What follows belongs to an exercise in optimizing a design on an open flow for small area, a short achievable clock period and few clock cycles; a production flow would make more cautious choices. Where RTL was checked, it was by simulation tests only, not by an equivalence proof against the original. Power figures rest on the tool's default switching activity, not on a simulated workload.

== run F ==
// sw_link_core
module sw_link_core (
    input  wire         clk,
    input  wire         rst,             
    input  wire [7:0]   cfg_self_addr,   
    input  wire [7:0]   cfg_peer_addr,   
    input  wire [6:0]   prog_len,        
    output wire [5:0]   prog_addr,       
    input  wire [7:0]   prog_data,       
    output wire         call_valid,
    output wire [3:0]   call_op,
    output wire [3:0]   call_len,
    output wire [111:0] call_data,
    input  wire         call_ready,
    input  wire         resp_ok,
    input  wire [1:0]   resp_mode,
    input  wire [3:0]   resp_len,
    input  wire [111:0] resp_data,
    input  wire         irq_rx,          
    input  wire         host_req,        
    input  wire [23:0]  host_slots,
    output wire [5:0]   err,
    output wire [1:0]   rej_reason,
    output wire [1:0]   lsm_state,
    output wire [5:0]   ord_code,
    output wire         halted
);
==> flow/config.mk <==
export PLATFORM = sky130hd
export DESIGN_NAME = sw_link_core
export DESIGN_NICKNAME = sw_link_core
export VERILOG_FILES = /design/flow/design.v
export SDC_FILE = /design/flow/constraint.sdc
export NUM_CORES = 4
export LEC_CHECK = 0
export ABC_AREA = 1
export CAP_MARGIN = 20
export CORE_MARGIN = 2
export CORE_UTILIZATION = 35
export CTS_CLUSTER_DIAMETER = 150
export CTS_CLUSTER_SIZE = 20
export SETUP_SLACK_MARGIN = 2.8
export SLEW_MARGIN = 20
==> flow/constraint.sdc <==
create_clock -name core_clock -period 5.0 [get_ports {clk}]
set_input_delay 1.0000 -clock core_clock [delete_from_list [all_inputs] [get_ports {clk}]]
set_output_delay 1.0000 -clock core_clock [all_outputs]
set_load 0.01 [all_outputs]
standard.sh (not shown) runs the stock make flow with config.mk's settings and CLKGATE_MAP_FILE= SYNTH_SCRIPT=/design/flow/synth_recipe.tcl, a recipe that flattens the netlist after the stock synthesis.
==> flow/flow/run.sh <==
#!/bin/bash
# Standard layout, with the port buffers made of the smallest buffer cell.
set -euo pipefail
export BUFFER_PORTS_ARGS="-buffer_cell sky130_fd_sc_hd__buf_1"
bash standard.sh > standard_flow.log 2>&1
Testbench counts of run F, summed over its fixed seeds: cycles 29,868.
Modified inputs, run R compared to run F
--- a/flow/design.v
+++ b/flow/design.v
@@ -177,38 +177,55 @@
         endcase
     end
     wire [5:0]  pc_inc  = pc + 6'd1;
     wire [5:0]  pc_skip = pc + 6'd1 + {2'b00, w[3:0]};
     reg         j_v;
     reg  [5:0]  j_key, j_to;
     reg         p_seq;           
     reg         mg;              
+    reg         sr_v;
+    reg  [5:0]  sr_at;
+    reg  [5:0]  prev_pc;         
+    reg         p_tsk;           
     wire        j_hit   = j_v & (j_key == pc);
-    wire [5:0]  pc_nxt  = ~w_ctl                       ? (j_hit ? j_to : pc_inc) :
-                          (w[7:6] == 2'b11)            ? w[5:0]  :
-                          (w[7:6] == 2'b10 && skip_no) ? pc_skip : pc_inc;
+    wire        w_tsk   = (w[7:6] == 2'b10) & skip_no;
+    wire        sr_hit  = sr_v & (sr_at == pc) & skip_no;
+    wire [5:0]  pc_nxt  = ~w_ctl            ? (j_hit ? j_to : pc_inc) :
+                          (w[7:6] == 2'b11) ? w[5:0]  :
+                          w_tsk             ? (sr_hit ? j_to : pc_skip) : pc_inc;
     wire        w_static = (w[7:6] == 2'b11) | (w[7:1] == 7'd0);
     wire [5:0]  w_succ   = w[7] ? w[5:0] : pc_inc;
     wire        take     = adv & ~halt_r;
     always @(posedge clk) begin
         if (rst) begin
             j_v   <= 1'b0;
             mg    <= 1'b0;
             p_seq <= 1'b0;
+            sr_v  <= 1'b0;
+            p_tsk <= 1'b0;
         end else if (take) begin
-            mg    <= ~w_ctl & j_hit;
-            p_seq <= ~w_ctl & ~j_hit;
-            if (w_static && (mg || p_seq)) begin
-                j_v  <= 1'b1;
-                j_to <= w_succ;
-                if (!mg) j_key <= pc - 6'd1;
+            mg      <= (~w_ctl & j_hit) | (w_tsk & sr_hit);
+            p_seq   <= ~w_ctl & ~j_hit;
+            p_tsk   <= w_tsk & ~sr_hit;
+            prev_pc <= pc;
+            if (w_static && (mg || p_seq)) j_v <= 1'b1;
+            if (w_static && p_seq && !mg) sr_v <= 1'b0;
+            else if (w_static && p_tsk && j_v && j_key == pc - 6'd1) begin
+                sr_v  <= 1'b1;
+                sr_at <= prev_pc;
             end
         end
     end
+    always @(posedge clk) begin
+        if (!halt_r && w_static && (mg || p_seq)) begin
+            j_to <= w_succ;
+            if (!mg) j_key <= pc - 6'd1;
+        end
+    end
     reg         w_call;
     reg [3:0]   w_op;
     always @(*) begin
         w_call = 1'b1;
         case (w[5:0])
             6'h02:   w_op = OP_SAMPLE;
             6'h03:   w_op = OP_EMIT;
             6'h31:   begin w_op = OP_TX_NONEMPTY; w_call = tx_nz_d; end
@@ -225,17 +242,17 @@
     wire [31:0] res_temp_d = dec_v ? rxb[39:8]  : res_temp;
     wire [15:0] res_hum_d  = dec_v ? rxb[55:40] : res_hum;
     wire [31:0] res_lux_d  = dec_v ? rxb[87:56] : res_lux;
     wire [87:0] txb_d      = (ir == X_ENC_VALUE) ? {op_lux, op_hum, op_temp, 2'b00, op_tag} :
                              (ir == X_ENC_ORDER) ? {txb[87:24], op_slot2, op_slot1, op_slot0} :
                                                    txb;
     wire        tx_14_d    = (ir == X_ENC_VALUE) | (tx_14 & (ir != X_ENC_ORDER));
     wire        send_pend  = cv & (ir == X_LINK_SEND) & (cop != OP_READ_STATUS);
-    wire        cd_res     = (cv & (ir == X_HOSTFWD)) | ((w == 8'h03) & ~send_pend);
+    wire        cd_res     = ~send_pend;
     always @(posedge clk)
         cd <= cd_res ? {res_hum_d, res_lux_d, res_temp_d}
                      : {txb_d[55:0], cfg_self_addr, cfg_peer_addr, 4'b0000, tx_14_d, 3'b101};
     always @(posedge clk) begin
         if (rst) begin
             pc     <= 6'd0;
             halt_r <= 1'b0;
             ir     <= X_NOP;
@@ -347,23 +364,23 @@
                 end else begin
                     rej_r    <= ap_r2 ? 2'd2 : 2'd3;
                     err_r[3] <= 1'b1;
                 end
             end
             X_LINK_SEND: if (!cv && !halt_r) err_r[4] <= 1'b1;    
             default: ;
             endcase
+            if (cv && cop == OP_SAMPLE) begin
+                op_temp <= resp_data[31:0];
+                op_hum  <= resp_data[47:32];
+                op_lux  <= resp_data[79:48];
+            end
             if (hs) begin
                 case (cop)
-                OP_SAMPLE: begin
-                    op_temp <= resp_data[31:0];
-                    op_hum  <= resp_data[47:32];
-                    op_lux  <= resp_data[79:48];
-                end
                 OP_ENTER_RX: begin
                     lsm <= M_RX;
                     if (ir != X_LINK_RXDONE) stall_cnt <= 4'd0;
                     if (ir == X_LINK_REARM)  err_r[2]  <= 1'b1;
                 end
                 OP_SEND: begin
                     if (!resp_ok) err_r[0] <= 1'b1;
                     lsm <= M_TX;
@@ -406,12 +423,12 @@
             rx_pend    <= rx_pend_d;
             order_pend <= order_pend_d;
             res_valid  <= res_valid_d;
             ord_ok     <= ord_ok_d;
         end
     end
     always @(posedge clk) begin
         txb <= txb_d;
-        if (hs && cop == OP_RECEIVE && resp_ok)
+        if (cv && cop == OP_RECEIVE)
             rxb <= resp_data[111:24];
     end
 endmodule
### Flow results
- Summary of run R over run F: antenna diode instance count rose 1; final total power fell 0.64%; final setup skew rose 0.0056 ns; number of top-level design ports about even; pin count of the biggest net entering global routing fell 20%.
- Compared with run F, run R shows a wire length that is 860 um higher.
- Looking at worst relative slew slack across run R and run F, the one that comes out lower is run R.
- [run R] final worst slack fell 0.011 ns relative to run F
- What run F reported for non-clock buffer count has to be multiplied by 1.05 to get the figure for run R.
- NOTE final cell count without fillers run F->run R increased slightly
- The largest family of logic cells by synthesized area comes out simple AND/OR/NAND/NOR gates in one run and compound AO/OA/AOI/OAI gates in the other, namely in run F and run R respectively.
Testbench counts of run R, summed over its fixed seeds: cycles 28,475.

---

Another version of the RTL of sw_link_core (not shown whole).
Size in the first run: about 2400 cells after synthesis, ~320 I/O pins, ~21000 um^2 of cells after synthesis.
Settings: LEC_CHECK=0, ABC_AREA=1, CAP_MARGIN=20, CORE_MARGIN=2, CORE_UTILIZATION=35, CTS_CLUSTER_DIAMETER=150, CTS_CLUSTER_SIZE=25, SETUP_SLACK_MARGIN=2.8, SLEW_MARGIN=20; clock period 5.0 ns.
Scripts as last shown in full above: flow/flow/run.sh
The first run went through all stages and came out clean.
==> next run, changes <==
--- a/flow/design.v
+++ b/flow/design.v
@@ -173,77 +173,43 @@
             2'd0: skip_no = ~rx_pend_d;
             2'd1: skip_no = ~order_pend_d;
             2'd2: skip_no = ~res_valid_d;
             default: skip_no = ~ord_ok_d;
         endcase
     end
     wire [5:0]  pc_inc  = pc + 6'd1;
     wire [5:0]  pc_skip = pc + 6'd1 + {2'b00, w[3:0]};
     reg         j_v;
-    reg  [5:0]  j_at, j_to;
+    reg  [5:0]  j_key, j_to;
     reg         p_seq;           
     reg         mg;              
-    reg         d_v;
-    reg  [5:0]  d_key, d_to;     
-    reg         d_val;           
-    reg         p_dec;           
-    reg         d_isv;           
-    wire        w_jmp   = (w[7:6] == 2'b11);
-    wire        w_skip  = (w[7:6] == 2'b10) & skip_no;
-    wire [5:0]  pc_raw  = ~w_ctl ? pc_inc : w_jmp ? w[5:0] : w_skip ? pc_skip : pc_inc;
-    wire [5:0]  j_atm1  = j_at - 6'd1;
-    wire [5:0]  j_dist  = j_atm1 - pc;
-    wire        j_inc   = (pc == j_atm1);
-    wire        j_skp   = (j_dist[5:4] == 2'b00) & (j_dist[3:0] == w[3:0]);
-    wire        redir   = j_v & (~w_ctl ? j_inc :
-                                 w_jmp  ? (w[5:0] == j_at) :
-                                 w_skip ? j_skp : j_inc);
-    wire        d_hit   = d_v & (d_key == pc);
-    wire        d_ok    = d_val ? rx_vok_d : rx_ook_d;
-    wire [5:0]  pc_inc2 = pc + 6'd2;
-    wire        s_j     = redir;
-    wire        s_dh    = ~redir & ~w_ctl & d_hit;
-    wire        s_d2    = s_dh & d_ok;
-    wire        s_dt    = s_dh & ~d_ok;
-    wire        s_jmp   = ~redir & w_ctl & w_jmp;
-    wire        s_skp   = ~redir & w_ctl & w_skip;
-    wire        s_inc   = ~redir & ~(~w_ctl & d_hit) & ~(w_ctl & (w_jmp | w_skip));
-    wire [5:0]  pc_nxt  = ({6{s_j}}   & j_to)    | ({6{s_d2}}  & pc_inc2) |
-                          ({6{s_dt}}  & d_to)    | ({6{s_jmp}} & w[5:0])  |
-                          ({6{s_skp}} & pc_skip) | ({6{s_inc}} & pc_inc);
+    wire        j_hit   = j_v & (j_key == pc);
+    wire [5:0]  pc_nxt  = ~w_ctl                       ? (j_hit ? j_to : pc_inc) :
+                          (w[7:6] == 2'b11)            ? w[5:0]  :
+                          (w[7:6] == 2'b10 && skip_no) ? pc_skip : pc_inc;
     wire        w_static = (w[7:6] == 2'b11) | (w[7:1] == 7'd0);
     wire [5:0]  w_succ   = w[7] ? w[5:0] : pc_inc;
     wire        take     = adv & ~halt_r;
     always @(posedge clk) begin
         if (rst) begin
             j_v   <= 1'b0;
             mg    <= 1'b0;
             p_seq <= 1'b0;
-            d_v   <= 1'b0;
-            p_dec <= 1'b0;
         end else if (take) begin
-            mg    <= redir;
-            p_seq <= ~w_ctl & ~redir;
-            p_dec <= (w[7:1] == 7'b0001001) & ~redir & ~d_hit;
-            if (p_dec && w[7:4] == 4'hA) begin
-                d_v   <= 1'b1;
-                d_key <= pc - 6'd1;
-                d_to  <= pc_skip;
-                d_val <= d_isv;
-            end
-            d_isv <= (w == 8'h12);
+            mg    <= ~w_ctl & j_hit;
+            p_seq <= ~w_ctl & ~j_hit;
             if (w_static && (mg || p_seq)) j_v <= 1'b1;
         end
     end
     always @(posedge clk) begin
         if (!halt_r && w_static && (mg || p_seq)) begin
             j_to <= w_succ;
-            if (!mg) j_at <= pc;
+            if (!mg) j_key <= pc - 6'd1;
         end
     end
     reg         w_call;
     reg [3:0]   w_op;
     always @(*) begin
         w_call = 1'b1;
         case (w[5:0])
             6'h02:   w_op = OP_SAMPLE;
             6'h03:   w_op = OP_EMIT;
What happened:
- cell area decreases by a little under a tenth
- power decreases by a few percent
- count of clock-buffer cells in the layout decreases by 2
- worst hold slack gets better by 0.021 ns
- routed wire length decreases by roughly a tenth
- setup slack gets better by 0.64 ns
- area after synthesis decreases by a few percent
- non-clock buffer count decreases by 40
- via count decreases by roughly a tenth
- die area decreases by a few percent
- sequential power decreases by a few percent
- final cell count decreases by a little under a tenth
- critical path depth decreases by 18
- sequential cell count decreases by 16
No run of this note included a check of the RTL's function; only the layout flow was run.

---

== 05-17 ==
sw_link_core, a different RTL version from the one above (not shown whole).
Size in the first run: about 1,900 cells after synthesis.
// sw_link_core
module sw_link_core (
    input  wire         clk,
    input  wire         rst,             
    input  wire [7:0]   cfg_self_addr,   
    input  wire [7:0]   cfg_peer_addr,   
    input  wire [6:0]   prog_len,        
    output wire [5:0]   prog_addr,       
    input  wire [7:0]   prog_data,       
    output wire         call_valid,
    output wire [3:0]   call_op,
    output wire [3:0]   call_len,
    output wire [111:0] call_data,
    input  wire         call_ready,
    input  wire         resp_ok,
    input  wire [1:0]   resp_mode,
    input  wire [3:0]   resp_len,
    input  wire [111:0] resp_data,
    input  wire         irq_rx,          
    input  wire         host_req,        
    input  wire [23:0]  host_slots,
    output wire [5:0]   err,
    output wire [1:0]   rej_reason,
    output wire [1:0]   lsm_state,
    output wire [5:0]   ord_code,
    output wire         halted
);
==> flow/config.mk <==
export PLATFORM = sky130hd
export DESIGN_NAME = sw_link_core
export DESIGN_NICKNAME = sw_link_core
export VERILOG_FILES = /design/flow/design.v
export SDC_FILE = /design/flow/constraint.sdc
export NUM_CORES = 4
export LEC_CHECK = 0
export CAP_MARGIN = 20
export CORE_MARGIN = 2
export CORE_UTILIZATION = 35
export CTS_CLUSTER_DIAMETER = 150
export CTS_CLUSTER_SIZE = 25
export SETUP_SLACK_MARGIN = 2.4
export SLEW_MARGIN = 20
==> flow/constraint.sdc <==
create_clock -name core_clock -period 5.0 [get_ports {clk}]
set_input_delay 1.0000 -clock core_clock [delete_from_list [all_inputs] [get_ports {clk}]]
set_output_delay 1.0000 -clock core_clock [all_outputs]
set_load 0.01 [all_outputs]
Scripts as last shown in full above: flow/flow/run.sh
What 12-12 does differently from 05-17 at the input level:
--- a/flow/design.v
+++ b/flow/design.v
@@ -140,24 +140,28 @@
         if (hs && cop == OP_ENTER_RX && ir == X_LINK_RXDONE) rx_pend_d = 1'b0;
         if (irq_rx) rx_pend_d = 1'b1;
         order_pend_d = order_pend;
         if (ir == X_ORDREQ_ACK) order_pend_d = 1'b0;
         if (host_req) order_pend_d = 1'b1;
         res_valid_d = res_valid;
         if (ir == X_DEC_VALUE) res_valid_d = rx_vok;
         if (ir == X_DEC_ORDER) res_valid_d = rx_ook;
         ord_ok_d = ord_ok;
         if (ir == X_ORD_UNPACK) ord_ok_d = un_ok;
         if (ir == X_ORD_APPLY)  ord_ok_d = ap_ok;
     end
+    wire        rcv_hs   = hs & (cop == OP_RECEIVE);
+    wire        rx_match = (resp_data[15:8] == cfg_self_addr);
+    wire        rx_vok_d = rcv_hs ? resp_ok & (resp_len >= 4'd14) & rx_match : rx_vok;
+    wire        rx_ook_d = rcv_hs ? resp_ok & (resp_len >= 4'd6)  & rx_match : rx_ook;
     wire        tx_nz_d = tx_nz | (ir == X_ENC_VALUE) | (ir == X_ENC_ORDER);
     wire [7:0]  w = prog_data;
     reg         w_legal;
     always @(*) begin
         case (w)
             8'h00, 8'h01, 8'h02, 8'h03, 8'h04,
             8'h10, 8'h11, 8'h12, 8'h13,
             8'h20, 8'h21, 8'h22, 8'h23,
             8'h30, 8'h31, 8'h32, 8'h33, 8'h34: w_legal = 1'b1;
             default:                           w_legal = w[7];
         endcase
     end
@@ -165,26 +169,50 @@
     wire        w_ctl  = w[7] | (w[7:1] == 7'd0);      
     reg         skip_no;     
     always @(*) begin
         case (w[5:4])
             2'd0: skip_no = ~rx_pend_d;
             2'd1: skip_no = ~order_pend_d;
             2'd2: skip_no = ~res_valid_d;
             default: skip_no = ~ord_ok_d;
         endcase
     end
     wire [5:0]  pc_inc  = pc + 6'd1;
     wire [5:0]  pc_skip = pc + 6'd1 + {2'b00, w[3:0]};
-    wire [5:0]  pc_nxt  = (w[7:6] == 2'b11)            ? w[5:0]  :
+    reg         j_v;
+    reg  [5:0]  j_key, j_to;
+    reg         p_seq;           
+    reg         mg;              
+    wire        j_hit   = j_v & (j_key == pc);
+    wire [5:0]  pc_nxt  = ~w_ctl                       ? (j_hit ? j_to : pc_inc) :
+                          (w[7:6] == 2'b11)            ? w[5:0]  :
                           (w[7:6] == 2'b10 && skip_no) ? pc_skip : pc_inc;
+    wire        w_static = (w[7:6] == 2'b11) | (w[7:1] == 7'd0);
+    wire [5:0]  w_succ   = w[7] ? w[5:0] : pc_inc;
+    wire        take     = adv & ~halt_r;
+    always @(posedge clk) begin
+        if (rst) begin
+            j_v   <= 1'b0;
+            mg    <= 1'b0;
+            p_seq <= 1'b0;
+        end else if (take) begin
+            mg    <= ~w_ctl & j_hit;
+            p_seq <= ~w_ctl & ~j_hit;
+            if (w_static && (mg || p_seq)) begin
+                j_v  <= 1'b1;
+                j_to <= w_succ;
+                if (!mg) j_key <= pc - 6'd1;
+            end
+        end
+    end
     reg         w_call;
     reg [3:0]   w_op;
     always @(*) begin
         w_call = 1'b1;
         case (w[5:0])
             6'h02:   w_op = OP_SAMPLE;
             6'h03:   w_op = OP_EMIT;
             6'h31:   begin w_op = OP_TX_NONEMPTY; w_call = tx_nz_d; end
             6'h32:   w_op = OP_READ_STATUS;
             6'h33:   w_op = OP_RECEIVE;
             6'h30,
             6'h34:   w_op = OP_ENTER_RX;
@@ -344,32 +372,27 @@
                     if (rs_tx) err_r[2] <= 1'b1;
                     if (is_send) begin
                         if (!rs_tx) lsm <= M_IDLE;
                     end else if (rs_rx) begin
                         stall_cnt <= 4'd0;
                         lsm       <= M_RX;
                     end else if (!forced) begin
                         stall_cnt <= stall_cnt + 4'd1;
                         lsm       <= M_REC;
                     end
                 end
                 OP_RECEIVE: begin
-                    if (resp_ok) begin
-                        rx_vok <= (resp_len >= 4'd14) && (resp_data[15:8] == cfg_self_addr);
-                        rx_ook <= (resp_len >= 4'd6)  && (resp_data[15:8] == cfg_self_addr);
-                    end else begin
-                        err_r[1] <= 1'b1;
-                        rx_vok   <= 1'b0;
-                        rx_ook   <= 1'b0;
-                    end
+                    rx_vok <= rx_vok_d;
+                    rx_ook <= rx_ook_d;
+                    if (!resp_ok) err_r[1] <= 1'b1;
                 end
                 default: ;
                 endcase
             end
             if (host_req) begin
                 op_slot0 <= host_slots[7:0];
                 op_slot1 <= host_slots[15:8];
                 op_slot2 <= host_slots[23:16];
             end
             if (f_halt && adv && !halt_r) err_r[5] <= 1'b1;
         end
     end
## What came out
All of 05-17 and 12-12 finish clean.
12-12 vs 05-17: first-pass GRT wire length up by a few percent
From 05-17 to 12-12 the numbers moved as follows: final total power increased by 3.9% relative to the old numbers; highest net fanout along the worst path increased by 49 relative to the old numbers; global-route track usage on met2 increased by 0.29 points relative to the old numbers.
Floorplan die height (lower): 05-17
Number of tap cells inserted in 12-12 vs 05-17: up 2.3%
Testbench counts of 12-12, summed over its fixed seeds: cycles 29,868.
Function not checked in 05-17: the RTL went through the layout flow alone.

[afterwards: timing with drivers on the ports]
The flow's constraints put no driver on any port. The routed layouts listed below were extracted and timed again, unchanged, in two steps.
Step 1, drivers: a clkbuf_16 drives clk and a buf_2 each remaining input, both assumed.
Step 2, shift: input delay + t, output delay - t, t = (earliest + latest rising clock arrival at the registers) / 2. This alone moves slack from input paths to output paths.
Slacks: ideal ports / drivers / drivers and shift; pairs: ideal ports / drivers.
run	shift t [ns]	setup slack, ns	worst setup path after step 2
run F	0.650	2.829 / 2.774 / 2.261	input to register
run R	0.657	2.818 / 2.766 / 2.167	input to register
the first run of note 2	0.631	2.122 / 2.122 / 1.797	input to register
the second run of note 2	0.641	2.766 / 2.709 / 2.248	input to register
05-17	0.619	2.394 / 2.394 / 1.888	input to register
12-12	0.633	2.454 / 2.454 / 1.903	input to register
After both steps every run listed still meets setup and hold. The setup slack of run R, which loses most, moves by -0.052 ns with the drivers and by -0.651 ns with both steps.
